Source: an optimization exercise on an open RTL-to-GDS flow (aim: small area, a short achievable clock period and few clock cycles). Production flows keep margins and buffers that such runs may drop. RTL that was checked went through simulation tests only; none was proved equivalent to the original. The clock port is modelled as an ideal driver, which makes a skipped or thinned clock tree look cheaper than it is; a real chip needs a root buffer or a tree. Power is estimated from default activity; no workload was simulated.

## gamma
==> module lidar_framer, before the edit <==
module lidar_framer (
    input  wire         clk,
    input  wire         rst,
    input  wire         cancel,
    input  wire         in_valid,
    input  wire [7:0]   in_data,
    output reg          in_ready,
    output reg          out_valid,
    input  wire         out_ready,
    output wire [339:0] out_rec,
    output reg          err_valid,
    output wire [1:0]   err_code,
    output reg          drop_pulse
);
    reg          in_frame;      
    reg  [5:0]   idx;           
    reg          have_prev;     
    reg          prev_54;       
    reg  [5:0]   nk;            
    reg  [7:0]   sum_lo;
    reg  [5:0]   sum_hi;
    reg          sum_c;
    reg          lo_ok;
    reg  [335:0] sr;
    wire active   = !rst && !cancel;
    wire take     = active && in_valid && in_ready;
    wire consume  = take;
    wire [7:0] d  = in_data;
    wire is_data  = (idx != 6'd42) && (idx <= 6'd44);
    wire is_sum   = (idx <= 6'd44);
    wire is_c0    = (idx == 6'd45);
    wire is_c1    = (idx == 6'd46);
    wire f_consume = consume && in_frame;
    wire s_consume = consume && !in_frame;
    wire hdr       = s_consume && have_prev && prev_54 && (d == 8'h2C);
    wire new_drop  = s_consume && have_prev && !hdr;
    wire nk_is1    = (nk == 6'd1);
    wire fire_drop = in_frame ? (f_consume && !is_c1 && idx >= nk)
                              : (s_consume && nk_is1);
    wire done      = f_consume && is_c1;
    wire cks_ok    = lo_ok && (d[7:6] == 2'b00) && (sum_hi == d[5:0]);
    wire [8:0] lo_add = {1'b0, sum_lo} + {1'b0, d};
    wire in_frame_n = active && (hdr || (in_frame && !done));
    wire ov_n       = !rst && ((done && cks_ok) || (out_valid && !out_ready));
    always @(posedge clk)
        in_ready <= !(ov_n && in_frame_n);
    always @(posedge clk) begin
        if (!active) begin
            in_frame  <= 1'b0;
            have_prev <= 1'b0;
            nk        <= 6'd46;
        end else begin
            if (hdr)
                in_frame <= 1'b1;
            else if (done)
                in_frame <= 1'b0;
            if (s_consume)
                have_prev <= !hdr;
            else if (done)
                have_prev <= 1'b0;
            if (done)
                nk <= 6'd46;
            else if (hdr)
                nk <= nk_is1 ? 6'd2 : nk;
            else if (new_drop && !nk_is1)
                nk <= nk - 6'd1;
        end
        if (s_consume)
            prev_54 <= (d == 8'h54);
        if (hdr)
            idx <= 6'd2;
        else if (f_consume)
            idx <= idx + 6'd1;
    end
    always @(posedge clk) begin
        if (hdr) begin
            sum_lo <= 8'h80;             
            sum_hi <= 6'd0;
            sum_c  <= 1'b0;
        end else begin
            sum_hi <= sum_hi + {5'd0, sum_c};
            sum_c  <= 1'b0;
            if (f_consume && is_sum) begin
                sum_lo <= lo_add[7:0];
                sum_c  <= lo_add[8];
            end
        end
        if (f_consume && is_c0)
            lo_ok <= (sum_lo == d);
    end
    always @(posedge clk) begin
        if (f_consume && is_data)
            sr <= {sr[327:0], d};
    end
    always @(posedge clk) begin
        if (rst) begin
            out_valid  <= 1'b0;
            err_valid  <= 1'b0;
            drop_pulse <= 1'b0;
        end else begin
            out_valid  <= ov_n;
            err_valid  <= done && !cks_ok;
            drop_pulse <= fire_drop;
        end
    end
    assign err_code = {err_valid, err_valid};
    assign out_rec[15:0]  = {sr[8*(43-3) +: 8], sr[8*(43-2) +: 8]};
    assign out_rec[31:16] = {sr[8*(43-5) +: 8], sr[8*(43-4) +: 8]};
    assign out_rec[47:32] = {sr[7:0], sr[15:8]};
    assign out_rec[51:48] = 4'd12;
    genvar p;
    generate
        for (p = 0; p < 12; p = p + 1) begin : g_pt
            assign out_rec[52+24*p +: 16] = {sr[8*(43-(7+3*p)) +: 8], sr[8*(43-(6+3*p)) +: 8]};
            assign out_rec[68+24*p +: 8]  = sr[8*(43-(8+3*p)) +: 8];
        end
    endgenerate
endmodule
==> flow/config.mk <==
export PLATFORM = sky130hd
export DESIGN_NAME = lidar_framer
export DESIGN_NICKNAME = lidar_framer
export VERILOG_FILES = /design/flow/design.v
export SDC_FILE = /design/flow/constraint.sdc
export NUM_CORES = 4
export LEC_CHECK = 0
export ABC_CLOCK_PERIOD_IN_PS = 4000
export CAP_MARGIN = 20
export CORE_MARGIN = 2
export CORE_UTILIZATION = 55
export PLACE_DENSITY = 0.7
export SLEW_MARGIN = 20
==> flow/constraint.sdc <==
create_clock -name core_clock -period 10.0 [get_ports {clk}]
set_input_delay 2.0000 -clock core_clock [delete_from_list [all_inputs] [get_ports {clk}]]
set_output_delay 2.0000 -clock core_clock [all_outputs]
set_load 0.01 [all_outputs]
standard.sh (not shown) runs the stock make flow with config.mk's settings and CLKGATE_MAP_FILE= SYNTH_SCRIPT=/design/flow/synth_recipe.tcl, a recipe that flattens the netlist after the stock synthesis.
==> flow/flow/run.sh <==
#!/bin/bash
# Standard ORFS layout with the smallest buffer on every port, a clock tree
# built from clkbuf_16 only in larger sink clusters without dummy loads, and
# the clock port driving the tree's first level directly (flow/unroot.tcl).
set -euo pipefail
export BUFFER_PORTS_ARGS="-buffer_cell sky130_fd_sc_hd__buf_1"
export CTS_ARGS="-sink_clustering_enable -repair_clock_nets -dont_use_dummy_load -sink_clustering_size 25 -sink_clustering_max_diameter 100 -buf_list sky130_fd_sc_hd__clkbuf_16"
export POST_CTS_TCL="$(pwd)/flow/unroot.tcl"
bash standard.sh > standard.log 2>&1
==> flow/flow/unroot.tcl <==
set block [ord::get_db_block]
set port_net [[$block findBTerm clk] getNet]
set roots {}
foreach it [$port_net getITerms] { lappend roots [$it getInst] }
if {[llength $roots] == 1} {
  set root [lindex $roots 0]
  set out_net [[$root findITerm X] getNet]
  set loads {}
  foreach it [$out_net getITerms] {
    if {[$it getInst] != $root} { lappend loads $it }
  }
  if {[llength $loads] <= 4} {
    foreach it $loads {
      $it disconnect
      $it connect $port_net
    }
    puts "unroot: removed [$root getName], clk now drives [llength $loads] buffers"
    odb::dbInst_destroy $root
    odb::dbNet_destroy $out_net
  } else {
    puts "unroot: root drives [llength $loads] pins, kept"
  }
}
estimate_parasitics -placement
gamma: PASS, flow complete, no timing, DRC or antenna violations
Changes in epsilon relative to gamma:
--- a/flow/design.v
+++ b/flow/design.v
@@ -12,6 +12,8 @@
     output wire [1:0]   err_code,
     output reg          drop_pulse
 );
+    reg  [7:0]   d_q;
+    reg          v_q;
     reg          in_frame;      
     reg  [5:0]   idx;           
     reg          have_prev;     
@@ -22,28 +24,36 @@
     reg          sum_c;
     reg          lo_ok;
     reg  [335:0] sr;
+    reg          sh_q;          
     wire active   = !rst && !cancel;
+    wire consume  = v_q;
     wire take     = active && in_valid && in_ready;
-    wire consume  = take;
-    wire [7:0] d  = in_data;
     wire is_data  = (idx != 6'd42) && (idx <= 6'd44);
     wire is_sum   = (idx <= 6'd44);
     wire is_c0    = (idx == 6'd45);
     wire is_c1    = (idx == 6'd46);
     wire f_consume = consume && in_frame;
     wire s_consume = consume && !in_frame;
-    wire hdr       = s_consume && have_prev && prev_54 && (d == 8'h2C);
+    wire hdr       = s_consume && have_prev && prev_54 && (d_q == 8'h2C);
     wire new_drop  = s_consume && have_prev && !hdr;
     wire nk_is1    = (nk == 6'd1);
     wire fire_drop = in_frame ? (f_consume && !is_c1 && idx >= nk)
                               : (s_consume && nk_is1);
     wire done      = f_consume && is_c1;
-    wire cks_ok    = lo_ok && (d[7:6] == 2'b00) && (sum_hi == d[5:0]);
-    wire [8:0] lo_add = {1'b0, sum_lo} + {1'b0, d};
+    wire cks_ok    = lo_ok && (d_q[7:6] == 2'b00) && (sum_hi == d_q[5:0]);
+    wire [8:0] lo_add = {1'b0, sum_lo} + {1'b0, d_q};
+    wire v_n        = take;
     wire in_frame_n = active && (hdr || (in_frame && !done));
-    wire ov_n       = !rst && ((done && cks_ok) || (out_valid && !out_ready));
-    always @(posedge clk)
-        in_ready <= !(ov_n && in_frame_n);
+    wire ov_n       = !rst && ((done && cks_ok && !cancel) || (out_valid && !out_ready));
+    wire have_prev_n = active && (s_consume ? !hdr : (have_prev && !done));
+    wire prev_54_n  = s_consume ? (d_q == 8'h54) : prev_54;
+    wire data_n     = hdr || (f_consume ? (idx != 6'd41 && idx <= 6'd43) : is_data);
+    always @(posedge clk) begin
+        d_q      <= in_data;
+        v_q      <= v_n;
+        in_ready <= !(ov_n && (in_frame_n || have_prev_n && prev_54_n));
+        sh_q     <= v_n && in_frame_n && data_n;
+    end
     always @(posedge clk) begin
         if (!active) begin
             in_frame  <= 1'b0;
@@ -66,7 +76,7 @@
                 nk <= nk - 6'd1;
         end
         if (s_consume)
-            prev_54 <= (d == 8'h54);
+            prev_54 <= (d_q == 8'h54);
         if (hdr)
             idx <= 6'd2;
         else if (f_consume)
@@ -86,11 +96,11 @@
             end
         end
         if (f_consume && is_c0)
-            lo_ok <= (sum_lo == d);
+            lo_ok <= (sum_lo == d_q);
     end
     always @(posedge clk) begin
-        if (f_consume && is_data)
-            sr <= {sr[327:0], d};
+        if (sh_q)
+            sr <= {sr[327:0], d_q};
     end
     always @(posedge clk) begin
         if (rst) begin
@@ -99,8 +109,8 @@
             drop_pulse <= 1'b0;
         end else begin
             out_valid  <= ov_n;
-            err_valid  <= done && !cks_ok;
-            drop_pulse <= fire_drop;
+            err_valid  <= !cancel && done && !cks_ok;
+            drop_pulse <= !cancel && fire_drop;
         end
     end
     assign err_code = {err_valid, err_valid};
Results
Between gamma and epsilon, the difference in register share of the cell area is negligible.
epsilon vs gamma on total power of the final layout: epsilon is the higher one.
Summary of epsilon over gamma: first-iteration DRC count shows a reduction of 18; routed wire length shows a reduction of about 0.45%; initial standard-cell utilization of the core shows a reduction of 0.49 points; final sequential cell count shows an increase of 10; post-route met1 wirelength shows an increase of 3.5%.
Testbench counts of epsilon, summed over its fixed seeds: cycles 15,519.
Only the layout flow was run in gamma; the RTL was not checked for function there.

---

== the previous run ==
Another version of the RTL of lidar_framer (not shown whole).
Size in the first run: about 620 cells after synthesis, roughly 380 flip-flops, about 360 I/O pins.
Design lidar_framer, start of the top module:
module lidar_framer (
    input  wire         clk,
    input  wire         rst,
    input  wire         cancel,
    input  wire         in_valid,
    input  wire [7:0]   in_data,
    output reg          in_ready,
    output reg          out_valid,
    input  wire         out_ready,
    output wire [339:0] out_rec,
    output reg          err_valid,
    output wire [1:0]   err_code,
    output reg          drop_pulse
);
==> module lidar_framer, before the edit <==
module lidar_framer (
    input  wire         clk,
    input  wire         rst,
    input  wire         cancel,
    input  wire         in_valid,
    input  wire [7:0]   in_data,
    output reg          in_ready,
    output reg          out_valid,
    input  wire         out_ready,
    output wire [339:0] out_rec,
    output reg          err_valid,
    output wire [1:0]   err_code,
    output reg          drop_pulse
);
    reg  [7:0]   d_q;
    reg          v_q;
    reg          in_frame;      
    reg  [5:0]   idx;           
    reg          have_prev;     
    reg          prev_54;       
    reg  [5:0]   nk;            
    reg  [7:0]   sum_lo;
    reg  [5:0]   sum_hi;
    reg          sum_c;
    reg          lo_ok;
    reg  [335:0] sr;
    reg          sh_q;          
    reg          clr_q;         
    wire active   = !rst && !cancel;
    wire consume  = v_q;
    wire take     = active && in_valid && in_ready;
    wire is_data  = (idx != 6'd42) && (idx <= 6'd44);
    wire is_sum   = (idx <= 6'd44);
    wire is_c0    = (idx == 6'd45);
    wire is_c1    = (idx == 6'd46);
    wire f_consume = consume && in_frame;
    wire s_consume = consume && !in_frame;
    wire hdr       = s_consume && have_prev && prev_54 && (d_q == 8'h2C);
    wire new_drop  = s_consume && have_prev && !hdr;
    wire nk_is1    = (nk == 6'd1);
    wire fire_drop = in_frame ? (f_consume && !is_c1 && idx >= nk)
                              : (s_consume && nk_is1);
    wire done      = f_consume && is_c1;
    wire cks_ok    = lo_ok && (d_q[7:6] == 2'b00) && (sum_hi == d_q[5:0]);
    wire [8:0] lo_add = {1'b0, sum_lo} + {1'b0, d_q};
    wire v_n        = take;
    wire in_frame_n = hdr || (in_frame && !done);
    wire ov_n       = !rst && ((done && cks_ok && !cancel) || (out_valid && !out_ready));
    wire may_frame  = hdr || (in_frame && !done) ||
                      (s_consume ? (!hdr && d_q == 8'h54) : (have_prev && !done && prev_54));
    wire data_n     = hdr || (f_consume ? (idx != 6'd41 && idx <= 6'd43) : is_data);
    always @(posedge clk) begin
        d_q      <= in_data;
        v_q      <= v_n;
        in_ready <= rst || !(may_frame && ((done && cks_ok) || (out_valid && !out_ready)));
        clr_q    <= !active;
        sh_q     <= v_n && !clr_q && in_frame_n && data_n;
    end
    always @(posedge clk) begin
        if (clr_q) begin
            in_frame  <= 1'b0;
            have_prev <= 1'b0;
            nk        <= 6'd46;
        end else begin
            if (hdr)
                in_frame <= 1'b1;
            else if (done)
                in_frame <= 1'b0;
            if (s_consume)
                have_prev <= !hdr;
            else if (done)
                have_prev <= 1'b0;
            if (done)
                nk <= 6'd46;
            else if (hdr)
                nk <= nk_is1 ? 6'd2 : nk;
            else if (new_drop && !nk_is1)
                nk <= nk - 6'd1;
        end
        if (s_consume)
            prev_54 <= (d_q == 8'h54);
        if (hdr)
            idx <= 6'd2;
        else if (f_consume)
            idx <= idx + 6'd1;
    end
    always @(posedge clk) begin
        if (hdr) begin
            sum_lo <= 8'h80;             
            sum_hi <= 6'd0;
            sum_c  <= 1'b0;
        end else begin
            sum_hi <= sum_hi + {5'd0, sum_c};
            sum_c  <= 1'b0;
            if (f_consume && is_sum) begin
                sum_lo <= lo_add[7:0];
                sum_c  <= lo_add[8];
            end
        end
        if (f_consume && is_c0)
            lo_ok <= (sum_lo == d_q);
    end
    always @(posedge clk) begin
        if (sh_q)
            sr <= {sr[327:0], d_q};
    end
    always @(posedge clk) begin
        if (rst) begin
            out_valid  <= 1'b0;
            err_valid  <= 1'b0;
            drop_pulse <= 1'b0;
        end else begin
            out_valid  <= ov_n;
            err_valid  <= !cancel && done && !cks_ok;
            drop_pulse <= !cancel && fire_drop;
        end
    end
    assign err_code = {err_valid, err_valid};
    assign out_rec[15:0]  = {sr[8*(43-3) +: 8], sr[8*(43-2) +: 8]};
    assign out_rec[31:16] = {sr[8*(43-5) +: 8], sr[8*(43-4) +: 8]};
    assign out_rec[47:32] = {sr[7:0], sr[15:8]};
    assign out_rec[51:48] = 4'd12;
    genvar p;
    generate
        for (p = 0; p < 12; p = p + 1) begin : g_pt
            assign out_rec[52+24*p +: 16] = {sr[8*(43-(7+3*p)) +: 8], sr[8*(43-(6+3*p)) +: 8]};
            assign out_rec[68+24*p +: 8]  = sr[8*(43-(8+3*p)) +: 8];
        end
    endgenerate
endmodule
export LEC_CHECK = 0
export ABC_CLOCK_PERIOD_IN_PS = 4000
export CAP_MARGIN = 20
export CORE_MARGIN = 2
export CORE_UTILIZATION = 55
export PLACE_DENSITY = 0.7
export SLEW_MARGIN = 20
create_clock -name core_clock -period 10.0 [get_ports {clk}]
==> flow/flow/run.sh <==
#!/bin/bash
# Standard ORFS layout with the smallest buffer on every port, clock tree
# clusters from CTS (clkbuf_16 only, larger clusters, no dummy loads), and the
# tree above the clusters rebuilt by flow/clock_tree.tcl: the clock port
# drives four group inverters, each driving the leaf inverters of a quadrant;
# paths left behind the output paths are then repaired (see clock_tree.tcl).
set -euo pipefail
# Synthesis: plain logic for abc instead of the half/full adder cells.
export ADDER_MAP_FILE=
export BUFFER_PORTS_ARGS="-buffer_cell sky130_fd_sc_hd__buf_1"
export CTS_ARGS="-sink_clustering_enable -repair_clock_nets -dont_use_dummy_load -sink_clustering_size 25 -sink_clustering_max_diameter 100 -buf_list sky130_fd_sc_hd__clkbuf_16"
export POST_CTS_TCL="$(pwd)/flow/clock_tree.tcl"
bash standard.sh > standard.log 2>&1
Other scripts of this flow, unchanged in this note and not shown: flow/flow/clock_tree.tcl
Testbench counts of the previous run, summed over its fixed seeds: cycles 15,519.
Setup changes, the previous run to the current run
--- a/flow/design.v
+++ b/flow/design.v
@@ -19,5 +19,5 @@
     reg          have_prev;     
     reg          prev_54;       
-    reg  [5:0]   nk;            
+    reg  [5:0]   dw;            
     reg  [7:0]   sum_lo;
     reg  [5:0]   sum_hi;
@@ -30,15 +30,21 @@
     wire consume  = v_q;
     wire take     = active && in_valid && in_ready;
-    wire is_data  = (idx != 6'd42) && (idx <= 6'd44);
-    wire is_sum   = (idx <= 6'd44);
-    wire is_c0    = (idx == 6'd45);
-    wire is_c1    = (idx == 6'd46);
+    localparam [5:0] I2  = 6'b000001, I41 = 6'b110111, I42 = 6'b101110,
+                     I44 = 6'b111011, I45 = 6'b110110, I46 = 6'b101100;
+    wire [5:0] idx_nx = {idx[4:0], idx[5] ^ idx[4]};
+    wire is_c0    = (idx == I45);
+    wire is_c1    = (idx == I46);
+    wire is_sum   = !is_c0 && !is_c1;
+    wire is_data  = is_sum && (idx != I42);
     wire f_consume = consume && in_frame;
     wire s_consume = consume && !in_frame;
     wire hdr       = s_consume && have_prev && prev_54 && (d_q == 8'h2C);
     wire new_drop  = s_consume && have_prev && !hdr;
-    wire nk_is1    = (nk == 6'd1);
-    wire fire_drop = in_frame ? (f_consume && !is_c1 && idx >= nk)
-                              : (s_consume && nk_is1);
+    localparam [5:0] D44 = 6'b000001, D0 = 6'b101100, DM = 6'b011001;
+    wire [5:0] dw_nx = {dw[4:0], dw[5] ^ dw[4]};
+    wire dw_max    = (dw == DM);
+    wire dw_zero   = (dw == D0);
+    wire fire_drop = in_frame ? (f_consume && !is_c1 && dw_zero)
+                              : (s_consume && dw_max);
     wire done      = f_consume && is_c1;
     wire cks_ok    = lo_ok && (d_q[7:6] == 2'b00) && (sum_hi == d_q[5:0]);
@@ -49,5 +55,5 @@
     wire may_frame  = hdr || (in_frame && !done) ||
                       (s_consume ? (!hdr && d_q == 8'h54) : (have_prev && !done && prev_54));
-    wire data_n     = hdr || (f_consume ? (idx != 6'd41 && idx <= 6'd43) : is_data);
+    wire data_n     = hdr || (f_consume ? (idx != I41 && idx != I44 && idx != I45) : is_data);
     always @(posedge clk) begin
         d_q      <= in_data;
@@ -61,5 +67,5 @@
             in_frame  <= 1'b0;
             have_prev <= 1'b0;
-            nk        <= 6'd46;
+            dw        <= D44;
         end else begin
             if (hdr)
@@ -72,16 +78,16 @@
                 have_prev <= 1'b0;
             if (done)
-                nk <= 6'd46;
+                dw <= D44;
             else if (hdr)
-                nk <= nk_is1 ? 6'd2 : nk;
-            else if (new_drop && !nk_is1)
-                nk <= nk - 6'd1;
+                dw <= dw_max ? D0 : dw;
+            else if ((new_drop && !dw_max) || (f_consume && !dw_zero))
+                dw <= dw_nx;
         end
         if (s_consume)
             prev_54 <= (d_q == 8'h54);
         if (hdr)
-            idx <= 6'd2;
+            idx <= I2;
         else if (f_consume)
-            idx <= idx + 6'd1;
+            idx <= idx_nx;
     end
     always @(posedge clk) begin
==> run notes <==
The current run went all the way through synthesis, placement and routing and the layout is clean on timing, DRC and antenna.
Looking at post-place setup slack across both flows, the current run is the stronger of the two, with the previous run trailing.
The current run: synthesized cell count lower than the previous run
[compare] base=the previous run new=the current run: worst max-slew margin expressed relative to the limit fell 16 points; average instance area after synthesis rose by 2.0%; total non-filler cell area in the finished layout went down 270 um2.
Per the comparison of the current run with the previous run, number of enable flip-flop cells after synthesis now sits at about the same level; register-to-register slack now sits higher.
Testbench counts of the current run, summed over its fixed seeds: cycles 15,519.
No run of this note takes its clock network from TritonCTS; it comes from the design's own scripts or RTL.

[re-timing with driven ports]
How much do the figures lean on ideal ports? The routed layouts below were timed once more, with nothing changed but the port constraints. Step 1, drivers: a clkbuf_16 drives clk and a buf_2 each remaining input, both assumed. Step 2 adds t to the input delays and takes it off the output delays; t is the mean of the earliest and latest rising clock arrival at the registers after step 1. Input paths then give back, and output paths get back, about the clock's delay inside the block. a / b / c = ideal / step 1 / step 2; a / b = the first two.
run	t (ns)	setup WS [ns]	worst data-port slew with drivers (ns)
gamma	0.412	5.053 / 5.086 / 4.674	0.03
epsilon	0.407	6.998 / 6.946 / 6.955	0.03
the previous run	0.309	7.192 / 7.044 / 7.036	0.04
the current run	0.305	7.208 / 7.033 / 7.141	0.04
After both steps every run listed still meets setup and hold. The setup slack of gamma, which loses most, moves by +0.033 ns with the drivers and by -0.379 ns with both steps.
